This is an optimization exercise on Yosys and OpenROAD, whose aim is small area, a short achievable clock period and few clock cycles, not a production implementation.
Where RTL was checked, it was by simulation tests only, not by an equivalence proof against the original.

==> inputs of willow <==
Design pfpp_engine, start of the top module:
module pfpp_engine (
    input  wire         clk,
    input  wire         rst,
    input  wire         cmd_valid,
    input  wire [63:0]  cmd_word,
    output wire         busy,
    output reg  [3:0]   err,
    output wire [31:0]  result,
    output reg  [127:0] dirty,
    input  wire         cfg_coalesce,
    input  wire [31:0]  cfg_opc,        
    input  wire [15:0]  cfg_nopb,       
    input  wire [2:0]   cfg_rowlen,
    input  wire [2:0]   cfg_endlen,
    input  wire [12:0]  cfg_src_len,    
    input  wire [8:0]   cfg_pal_len,    
    output wire [6:0]   fb_addr,
    output wire         fb_we,
    output wire [127:0] fb_wdata,
    input  wire [127:0] fb_rdata,
    output wire [11:0]  src_addr,
    input  wire [7:0]   src_rdata,
    output wire [7:0]   pal_addr,
    input  wire [23:0]  pal_rdata,
    output reg          bus_req,
    output reg  [1:0]   bus_kind,
    output reg  [7:0]   bus_byte,
    input  wire         bus_done,
    input  wire         bus_err
);
clock: 10.0 ns
lec_check: 0
cap_margin: 20
core_margin: 2
core_utilization: 40
setup_slack_margin: 5
slew_margin: 20
run.sh (not shown) runs the stock make flow with config.mk's settings and CLKGATE_MAP_FILE= SYNTH_SCRIPT=/design/flow/synth_recipe.tcl, a recipe that flattens the netlist after the stock synthesis.
==> raven: changes against willow <==
--- a/flow/design.v
+++ b/flow/design.v
@@ -33,27 +33,31 @@
                      OP_FILL = 4'h6, OP_BLIT = 4'h7, OP_QUANT = 4'h8,
                      OP_GLA = 4'h9, OP_XFORM = 4'hA;
     localparam [3:0] E_OK = 4'd0, E_ILLEGAL = 4'd1, E_RSVD = 4'd2,
                      E_BOUNDS = 4'd3, E_ALIGN = 4'd4, E_SRCRANGE = 4'd5,
                      E_PALRANGE = 4'd6, E_BUS = 4'd7;
     localparam [1:0] K_ASSERT = 2'd0, K_BYTE = 2'd1, K_DEASSERT = 2'd2;
-    localparam [2:0] S_IDLE = 3'd0, S_CHK = 3'd1, S_RAST = 3'd2, S_BLIT = 3'd3,
-                     S_BUS = 3'd4, S_CLRW = 3'd5, S_REST = 3'd6, S_QNT = 3'd7;
+    localparam integer I_IDLE = 0, I_CHK = 1, I_RAST = 2, I_BLIT = 3,
+                       I_BUS = 4, I_CLRW = 5, I_REST = 6, I_QNT = 7;
+    localparam [7:0] S_IDLE = 8'd1 << I_IDLE, S_CHK = 8'd1 << I_CHK,
+                     S_RAST = 8'd1 << I_RAST, S_BLIT = 8'd1 << I_BLIT,
+                     S_BUS = 8'd1 << I_BUS, S_CLRW = 8'd1 << I_CLRW,
+                     S_REST = 8'd1 << I_REST, S_QNT = 8'd1 << I_QNT;
     localparam [1:0] T_CLR = 2'd0, T_UPD = 2'd1, T_NOP = 2'd2;
     localparam [2:0] P_ASSERT = 3'd0, P_CMD = 3'd1, P_SECOND = 3'd2,
                      P_ADDR = 3'd3, P_DATA = 3'd4, P_TRAIL = 3'd5,
                      P_DEASSERT = 3'd6;
     function [7:0] rev8;
         input [7:0] b;
         integer i;
         begin
             for (i = 0; i < 8; i = i + 1)
                 rev8[i] = b[7-i];
         end
     endfunction
-    reg [2:0]   state;
+    reg [7:0]   state;
     reg         busy_r;
     reg [3:0]   code;          
     reg         fst, bz;       
     reg [3:0]   op;
     reg         col;
     reg [2:0]   fl;            
@@ -64,25 +68,28 @@
     reg         gA, gB, gC, gD;
     reg [6:0]   fa_r;
     reg         we_r;
     reg [127:0] rb;
     reg         isrd, rdv, full, zap;
     reg [6:0]   wrow;
-    reg         v1, v2, v3, v4, v5;
+    reg         v1, v2, v3, v4, v5, v6;
+    reg         pcr, pbad;     
     reg [2:0]   boff_d;
     reg [7:0]   pa_r;
     reg [23:0]  palreg;
     reg [23:0]  ma, mb;
     reg         mnz;
     reg [15:0]  res;
     reg [2:0]   ph;
     reg [1:0]   tt;
     reg [3:0]   tk;
     reg [2:0]   tcnt;
     reg         tfail, tmore;
     reg [6:0]   bs;
+    reg [6:0]   pe_r;          
+    reg         pany_r, more_r;
     assign busy     = busy_r;
     assign result   = {16'd0, res};
     assign fb_addr  = fa_r;
     assign fb_we    = we_r;
     assign fb_wdata = rb;
     assign src_addr = fe[14:3];
@@ -612,20 +619,33 @@
     assign kg5[22] = kg4[22] | (kp4[22] & kg4[6]);
     assign kp5[22] = kp4[22] & kp4[6];
     assign kg5[23] = kg4[23] | (kp4[23] & kg4[7]);
     assign kp5[23] = kp4[23] & kp4[7];
     wire [23:0] lsum = kp0 ^ {kg5[22:0], 1'b0};
     wire        pixcol = palq ? mnz : lsum[23];
+    wire men  = zap | (rdv && state[I_RAST]) | (v6 && state[I_BLIT]);
+    wire colv = (state[I_BLIT]) ? pcr : col;
     wire [3:0] xlh = xl[6:3], xrh = xr[6:3];
     wire [2:0] xll = xl[2:0], xrl = xr[2:0];
+    wire       hsame = (xlh == xrh);
+    reg  [15:0] mgF, mgA, mgB;
+    reg  [7:0]  lA, lB;
     reg  [127:0] m;
     integer c;
     always @(*) begin
+        for (c = 0; c < 16; c = c + 1) begin
+            mgF[c] = men && (c[3:0] > xlh) && (c[3:0] < xrh);
+            mgA[c] = men && (c[3:0] == xlh);
+            mgB[c] = men && (c[3:0] == xrh) && !hsame;
+        end
+        for (c = 0; c < 8; c = c + 1) begin
+            lA[c] = (c[2:0] >= xll) && (!hsame || (c[2:0] <= xrl));
+            lB[c] = (c[2:0] <= xrl);
+        end
         for (c = 0; c < 128; c = c + 1)
-            m[c] = ((c[6:3] > xlh) || ((c[6:3] == xlh) && (c[2:0] >= xll))) &&
-                   ((c[6:3] < xrh) || ((c[6:3] == xrh) && (c[2:0] <= xrl)));
+            m[c] = mgF[c/8] | (mgA[c/8] & lA[c%8]) | (mgB[c/8] & lB[c%8]);
     end
     reg [127:0] pa0;
     reg [63:0]  pa1;  reg [63:0]  pi1;
     reg [31:0]  pa2;  reg [63:0]  pi2;
     reg [15:0]  pa3;  reg [47:0]  pi3;
     reg [7:0]   pa4;  reg [31:0]  pi4;
@@ -679,58 +699,62 @@
         endcase
     end
     wire rast_bad  = (xl > xr) || xr[7] || xl[7] || (rrow > rend) || rend[7] || rrow[7];
     wire blit_bad  = xl[7] || rrow[7] || (({1'b0, xl} + {1'b0, rend}) > 9'd128);
     wire bounds_bad = (israst && rast_bad) || (isblit && blit_bad) || ((op == OP_GLA) && xl[7]);
     wire align_bad = isblit && bpp8 && (fe[2:0] != 3'd0);
-    wire [24:0] blit_end = {1'b0, fe} + (bpp8 ? {14'd0, rend, 3'd0} : {17'd0, rend});
-    wire range_bad = isblit && (blit_end > {9'd0, cfg_src_len, 3'd0});
+    wire [16:0] blit_end = {2'b0, fe[14:0]} + (bpp8 ? {6'd0, rend, 3'd0} : {9'd0, rend});
+    wire range_bad = isblit && ((|fe[23:15]) || (blit_end > {1'b0, cfg_src_len, 3'd0}));
     wire [3:0] ccode = (op > OP_XFORM) ? E_ILLEGAL :
                        rsvd_bad        ? E_RSVD :
                        bounds_bad      ? E_BOUNDS :
                        align_bad       ? E_ALIGN :
                        range_bad       ? E_SRCRANGE : E_OK;
     wire [2:0] bsel = srclsb ? boff_d : ~boff_d;
     wire [7:0] idx  = bpp8 ? src_rdata : {7'd0, src_rdata[bsel]};
     wire       pal_bad = {1'b0, pa_r} >= cfg_pal_len;
-    wire men  = zap | (rdv && state == S_RAST) | (v5 && state == S_BLIT);
-    wire colv = (state == S_BLIT) ? pixcol : col;
     always @(posedge clk) begin
         for (c = 0; c < 128; c = c + 1)
-            rb[c] <= (men && m[c]) ? colv : (rdv ? fb_rdata[c] : rb[c]);
+            rb[c] <= m[c] ? colv : (rdv ? fb_rdata[c] : rb[c]);
     end
     always @(posedge clk) begin
-        palreg <= (state == S_IDLE) ? cmd_word[63:40] : pal_rdata;
+        palreg <= (state[I_IDLE]) ? cmd_word[63:40] : pal_rdata;
         ma     <= la;
         mb     <= lb;
         mnz    <= |palreg[7:0];
         pa_r   <= idx;
+        pcr    <= pixcol;
         boff_d <= fe[2:0];
     end
     wire       rdone  = (rrow[6:0] == rend[6:0]);
     wire       full_n = rdv | (full & ~we_r);
     wire       lastw  = we_r && (wrow == rend[6:0]);
     wire [6:0] wrow_n = we_r ? wrow + 7'd1 : wrow;
     wire [7:0] rrow_i = rrow + 8'd1;
     wire [7:0] fbyte   = fb_rdata[tk*8 +: 8];
     wire [7:0] fbyte0  = fb_rdata[7:0];
     wire [7:0] gla_row = rev8({1'b0, rrow[6:0]} + 8'd1);
     wire       more    = cfg_coalesce && pany && (pe == rrow_i[6:0]) && (rrow[6:0] != 7'd127);
+    always @(posedge clk) begin
+        pe_r   <= pe;
+        pany_r <= pany;
+        more_r <= more;
+    end
     reg        dwe, dval, dbulk, dbv;
     always @(*) begin
         dwe = 1'b0; dval = 1'b1; dbulk = 1'b0; dbv = 1'b0;
-        case (state)
-            S_RAST: dwe = we_r;
-            S_BLIT: dwe = we_r;
-            S_BUS:  begin dwe = (tt == T_UPD) && (ph == P_DATA); dval = 1'b0; end
-            S_REST: dwe = 1'b1;
-            S_CLRW: begin dbulk = (fa_r == 7'd127); dbv = tfail; end
+        case (1'b1)
+            state[I_RAST]: dwe = we_r;
+            state[I_BLIT]: dwe = we_r;
+            state[I_BUS]:  begin dwe = (tt == T_UPD) && (ph == P_DATA); dval = 1'b0; end
+            state[I_REST]: dwe = 1'b1;
+            state[I_CLRW]: begin dbulk = (fa_r == 7'd127); dbv = tfail; end
             default: ;
         endcase
     end
-    wire [6:0] daddr = (state == S_RAST) ? wrow : rrow[6:0];
+    wire [6:0] daddr = (state[I_RAST]) ? wrow : rrow[6:0];
     integer r;
     always @(posedge clk) begin
         if (rst)
             dirty <= 128'd0;
         else if (dbulk)
             dirty <= {128{dbv}};
@@ -745,19 +769,21 @@
             err     <= E_OK;
             res     <= 16'd0;
             bus_req <= 1'b0;
             we_r    <= 1'b0;
             zap     <= 1'b0;
             rdv     <= 1'b0;
-            v1 <= 1'b0; v2 <= 1'b0; v3 <= 1'b0; v4 <= 1'b0; v5 <= 1'b0;
+            v1 <= 1'b0; v2 <= 1'b0; v3 <= 1'b0; v4 <= 1'b0; v5 <= 1'b0; v6 <= 1'b0;
+            pbad <= 1'b0;
         end else begin
             zap <= 1'b0;
             rdv <= isrd;
-            v2 <= v1; v3 <= v2; v4 <= v3; v5 <= v4;
-            case (state)
-                S_IDLE: begin
+            v2 <= v1; v3 <= v2; v4 <= v3; v5 <= v4; v6 <= v5;
+            pbad <= v2 && pal_bad;
+            case (1'b1)
+                state[I_IDLE]: begin
                     op   <= cmd_word[3:0];
                     col  <= cmd_word[4];
                     fl   <= cmd_word[7:5];
                     xl   <= cmd_word[15:8];
                     case (cmd_word[3:0])
                         OP_POINT, OP_VLINE, OP_BLIT: xr <= cmd_word[15:8];
@@ -790,13 +816,13 @@
                     if (cmd_valid) begin
                         state  <= S_CHK;
                         busy_r <= 1'b1;
                         err    <= E_OK;
                     end
                 end
-                S_CHK: begin
+                state[I_CHK]: begin
                     isrd <= 1'b0;
                     code <= ccode;
                     fst  <= 1'b1;
                     bz   <= (rend == 8'd0);
                     if (op > OP_XFORM) begin
                         err <= E_ILLEGAL; state <= S_IDLE; busy_r <= 1'b0;
@@ -808,14 +834,14 @@
                                 xr <= 8'd127; zap <= 1'b1;
                                 tt <= T_CLR; ph <= P_ASSERT;
                                 bus_req <= 1'b1; bus_kind <= K_ASSERT;
                                 state <= S_BUS;
                             end
                             OP_FLUSH: begin
-                                tt <= pany ? T_UPD : T_NOP; ph <= P_ASSERT;
-                                rrow <= {1'b0, pe}; fa_r <= pe; bs <= pe;
+                                tt <= pany_r ? T_UPD : T_NOP; ph <= P_ASSERT;
+                                rrow <= {1'b0, pe_r}; fa_r <= pe_r; bs <= pe_r;
                                 bus_req <= 1'b1; bus_kind <= K_ASSERT;
                                 state <= S_BUS;
                             end
                             OP_POINT, OP_HLINE, OP_VLINE, OP_FILL: begin
                                 wrow <= rrow[6:0];
                                 if (!rdone) begin
@@ -846,18 +872,18 @@
                             default: begin
                                 err <= E_OK; state <= S_IDLE; busy_r <= 1'b0;
                             end
                         endcase
                     end
                 end
-                S_QNT: begin
+                state[I_QNT]: begin
                     if (code == E_OK)
                         res <= {lsum[23:16], 7'd0, lsum[23]};
                     err <= code; state <= S_IDLE; busy_r <= 1'b0;
                 end
-                S_RAST: begin
+                state[I_RAST]: begin
                     fst  <= 1'b0;
                     full <= full_n;
                     wrow <= wrow_n;
                     if (fst && code != E_OK) begin
                         we_r <= 1'b0; isrd <= 1'b0;
                         err <= code; state <= S_IDLE; busy_r <= 1'b0;
@@ -870,52 +896,52 @@
                     end else if (full_n) begin
                         fa_r <= wrow_n; we_r <= 1'b1; isrd <= 1'b0;
                     end else begin
                         we_r <= 1'b0; isrd <= 1'b0;
                     end
                 end
-                S_BLIT: begin
+                state[I_BLIT]: begin
                     fst <= 1'b0;
                     if (rend != 8'd0) begin
                         v1   <= 1'b1;
                         fe   <= fe + (bpp8 ? 24'd8 : 24'd1);
                         rend <= rend - 8'd1;
                     end else begin
                         v1 <= 1'b0;
                     end
-                    if (v5) begin
+                    if (v6) begin
                         xl <= xl + 8'd1;
                         xr <= xl + 8'd1;
                     end
                     if (fst && (code != E_OK || bz)) begin
-                        v1 <= 1'b0; v2 <= 1'b0; v3 <= 1'b0; v4 <= 1'b0; v5 <= 1'b0;
+                        v1 <= 1'b0; v2 <= 1'b0; v3 <= 1'b0; v4 <= 1'b0; v5 <= 1'b0; v6 <= 1'b0;
                         err <= code; state <= S_IDLE; busy_r <= 1'b0;
                     end else if (we_r) begin
                         we_r <= 1'b0;
                         err <= E_OK; state <= S_IDLE; busy_r <= 1'b0;
-                    end else if (v2 && pal_bad) begin
-                        v1 <= 1'b0; v2 <= 1'b0; v3 <= 1'b0; v4 <= 1'b0; v5 <= 1'b0;
+                    end else if (pbad) begin
+                        v1 <= 1'b0; v2 <= 1'b0; v3 <= 1'b0; v4 <= 1'b0; v5 <= 1'b0; v6 <= 1'b0;
                         err <= E_PALRANGE; state <= S_IDLE; busy_r <= 1'b0;
-                    end else if (v5 && !v4) begin
+                    end else if (v6 && !v5) begin
                         we_r <= 1'b1;
                     end
                 end
-                S_CLRW: begin
+                state[I_CLRW]: begin
                     fa_r <= fa_r + 7'd1;
                     if (fa_r == 7'd127) begin
                         we_r <= 1'b0;
                         err <= code; state <= S_IDLE; busy_r <= 1'b0;
                     end
                 end
-                S_REST: begin
+                state[I_REST]: begin
                     rrow <= rrow - 8'd1;
                     if (rrow[6:0] == bs) begin
                         err <= E_BUS; state <= S_IDLE; busy_r <= 1'b0;
                     end
                 end
-                S_BUS: begin
+                state[I_BUS]: begin
                     if (bus_done) begin
                         if (ph == P_DEASSERT) begin
                             case (tt)
                                 T_CLR: begin
                                     bus_req <= 1'b0;
                                     tfail <= tfail | bus_err;
@@ -930,14 +956,14 @@
                                 end
                                 default: begin
                                     if (tfail | bus_err) begin
                                         bus_req <= 1'b0;
                                         state <= S_REST;
                                     end else begin
-                                        tt <= pany ? T_UPD : T_NOP;
-                                        rrow <= {1'b0, pe}; fa_r <= pe; bs <= pe;
+                                        tt <= pany_r ? T_UPD : T_NOP;
+                                        rrow <= {1'b0, pe_r}; fa_r <= pe_r; bs <= pe_r;
                                         tfail <= 1'b0;
                                         ph <= P_ASSERT; bus_kind <= K_ASSERT;
                                     end
                                 end
                             endcase
                         end else if (bus_err) begin
@@ -967,14 +993,14 @@
                                 end
                                 P_DATA: begin
                                     if (tk != 4'd15) begin
                                         tk <= tk + 4'd1;
                                         bus_byte <= ~rev8(fb_rdata[(tk + 4'd1)*8 +: 8]);
                                         if (tk == 4'd14) begin
-                                            tmore <= more;
-                                            if (more) begin
+                                            tmore <= more_r;
+                                            if (more_r) begin
                                                 rrow <= rrow_i; fa_r <= rrow_i[6:0];
                                             end
                                         end
                                     end else if (tmore) begin
                                         if (cfg_rowlen == 3'd0) begin
                                             ph <= P_ADDR; bus_byte <= gla_row;
==> flow_summary.yaml <==
yosys:
  synth_compound_area_share_pct: 16.6
  synth_fa_ha_area_share_pct: 10.9
  synthFlopType: "dfxtp_1"
power_and_ir_drop:
  comb-power_mw: 2.11
cells_and_area:
  buf_share_pct: 15.0
  final_cell_area_um2: 43900
placement:
  place_inst: 5340
status:
  status: "complete, no violations"
hold_path:
  worstHoldStart: "v4$_SDFF_PP0_"
# the run above: raven

==> flow_summary.yaml <==
cells_and_area:
  design.seq.count: 490
  buf_share_pct: 15.3
  final_cell_area_um2: 43800
status:
  status: "complete, no violations"
power_and_ir_drop:
  comb-power_mw: 8.24
yosys:
  synth_top_area_cell: "edfxtp_1"
  synthFlopType: "edfxtp_1"
  synth_compound_area_share_pct: 16.6
hold_path:
  worstHoldStart: "v3$_SDFF_PP0_"
timing:
  relSlewSlack_pct: 25.0
# the run above: willow

Testbench counts of willow, summed over its fixed seeds: cycles 442,768.
For raven, only the layout was checked, not whether the RTL still works.

-- afterwards: timing with drivers on the ports --
Ports are ideal in the flow. The routed layouts listed here were re-timed in OpenROAD.
Step 1 assumes that a clkbuf_16 drives the clock port and a buf_2 every other input.
Step 2 adds t to the input delays and takes it off the output delays; t is the mean of the earliest and latest rising clock arrival at the registers after step 1. Input paths then give back, and output paths get back, about the clock's delay inside the block.
Three values: ideal ports, drivers, drivers and shift; two values: the first two.
run	t, ns	slack for setup (ns)	worst setup path at the end	clock arrival spread, ns	worst register clock-pin slew, ns
willow	0.699	5.230 / 5.230 / 5.113	input to register	0.027 / 0.027	0.07 / 0.07
raven	0.706	5.401 / 5.401 / 5.068	input to register	0.029 / 0.029	0.07 / 0.07
After both steps every run listed still meets setup and hold. The setup slack of raven, which loses most, moves by 0.000 ns with the drivers and by -0.333 ns with both steps.
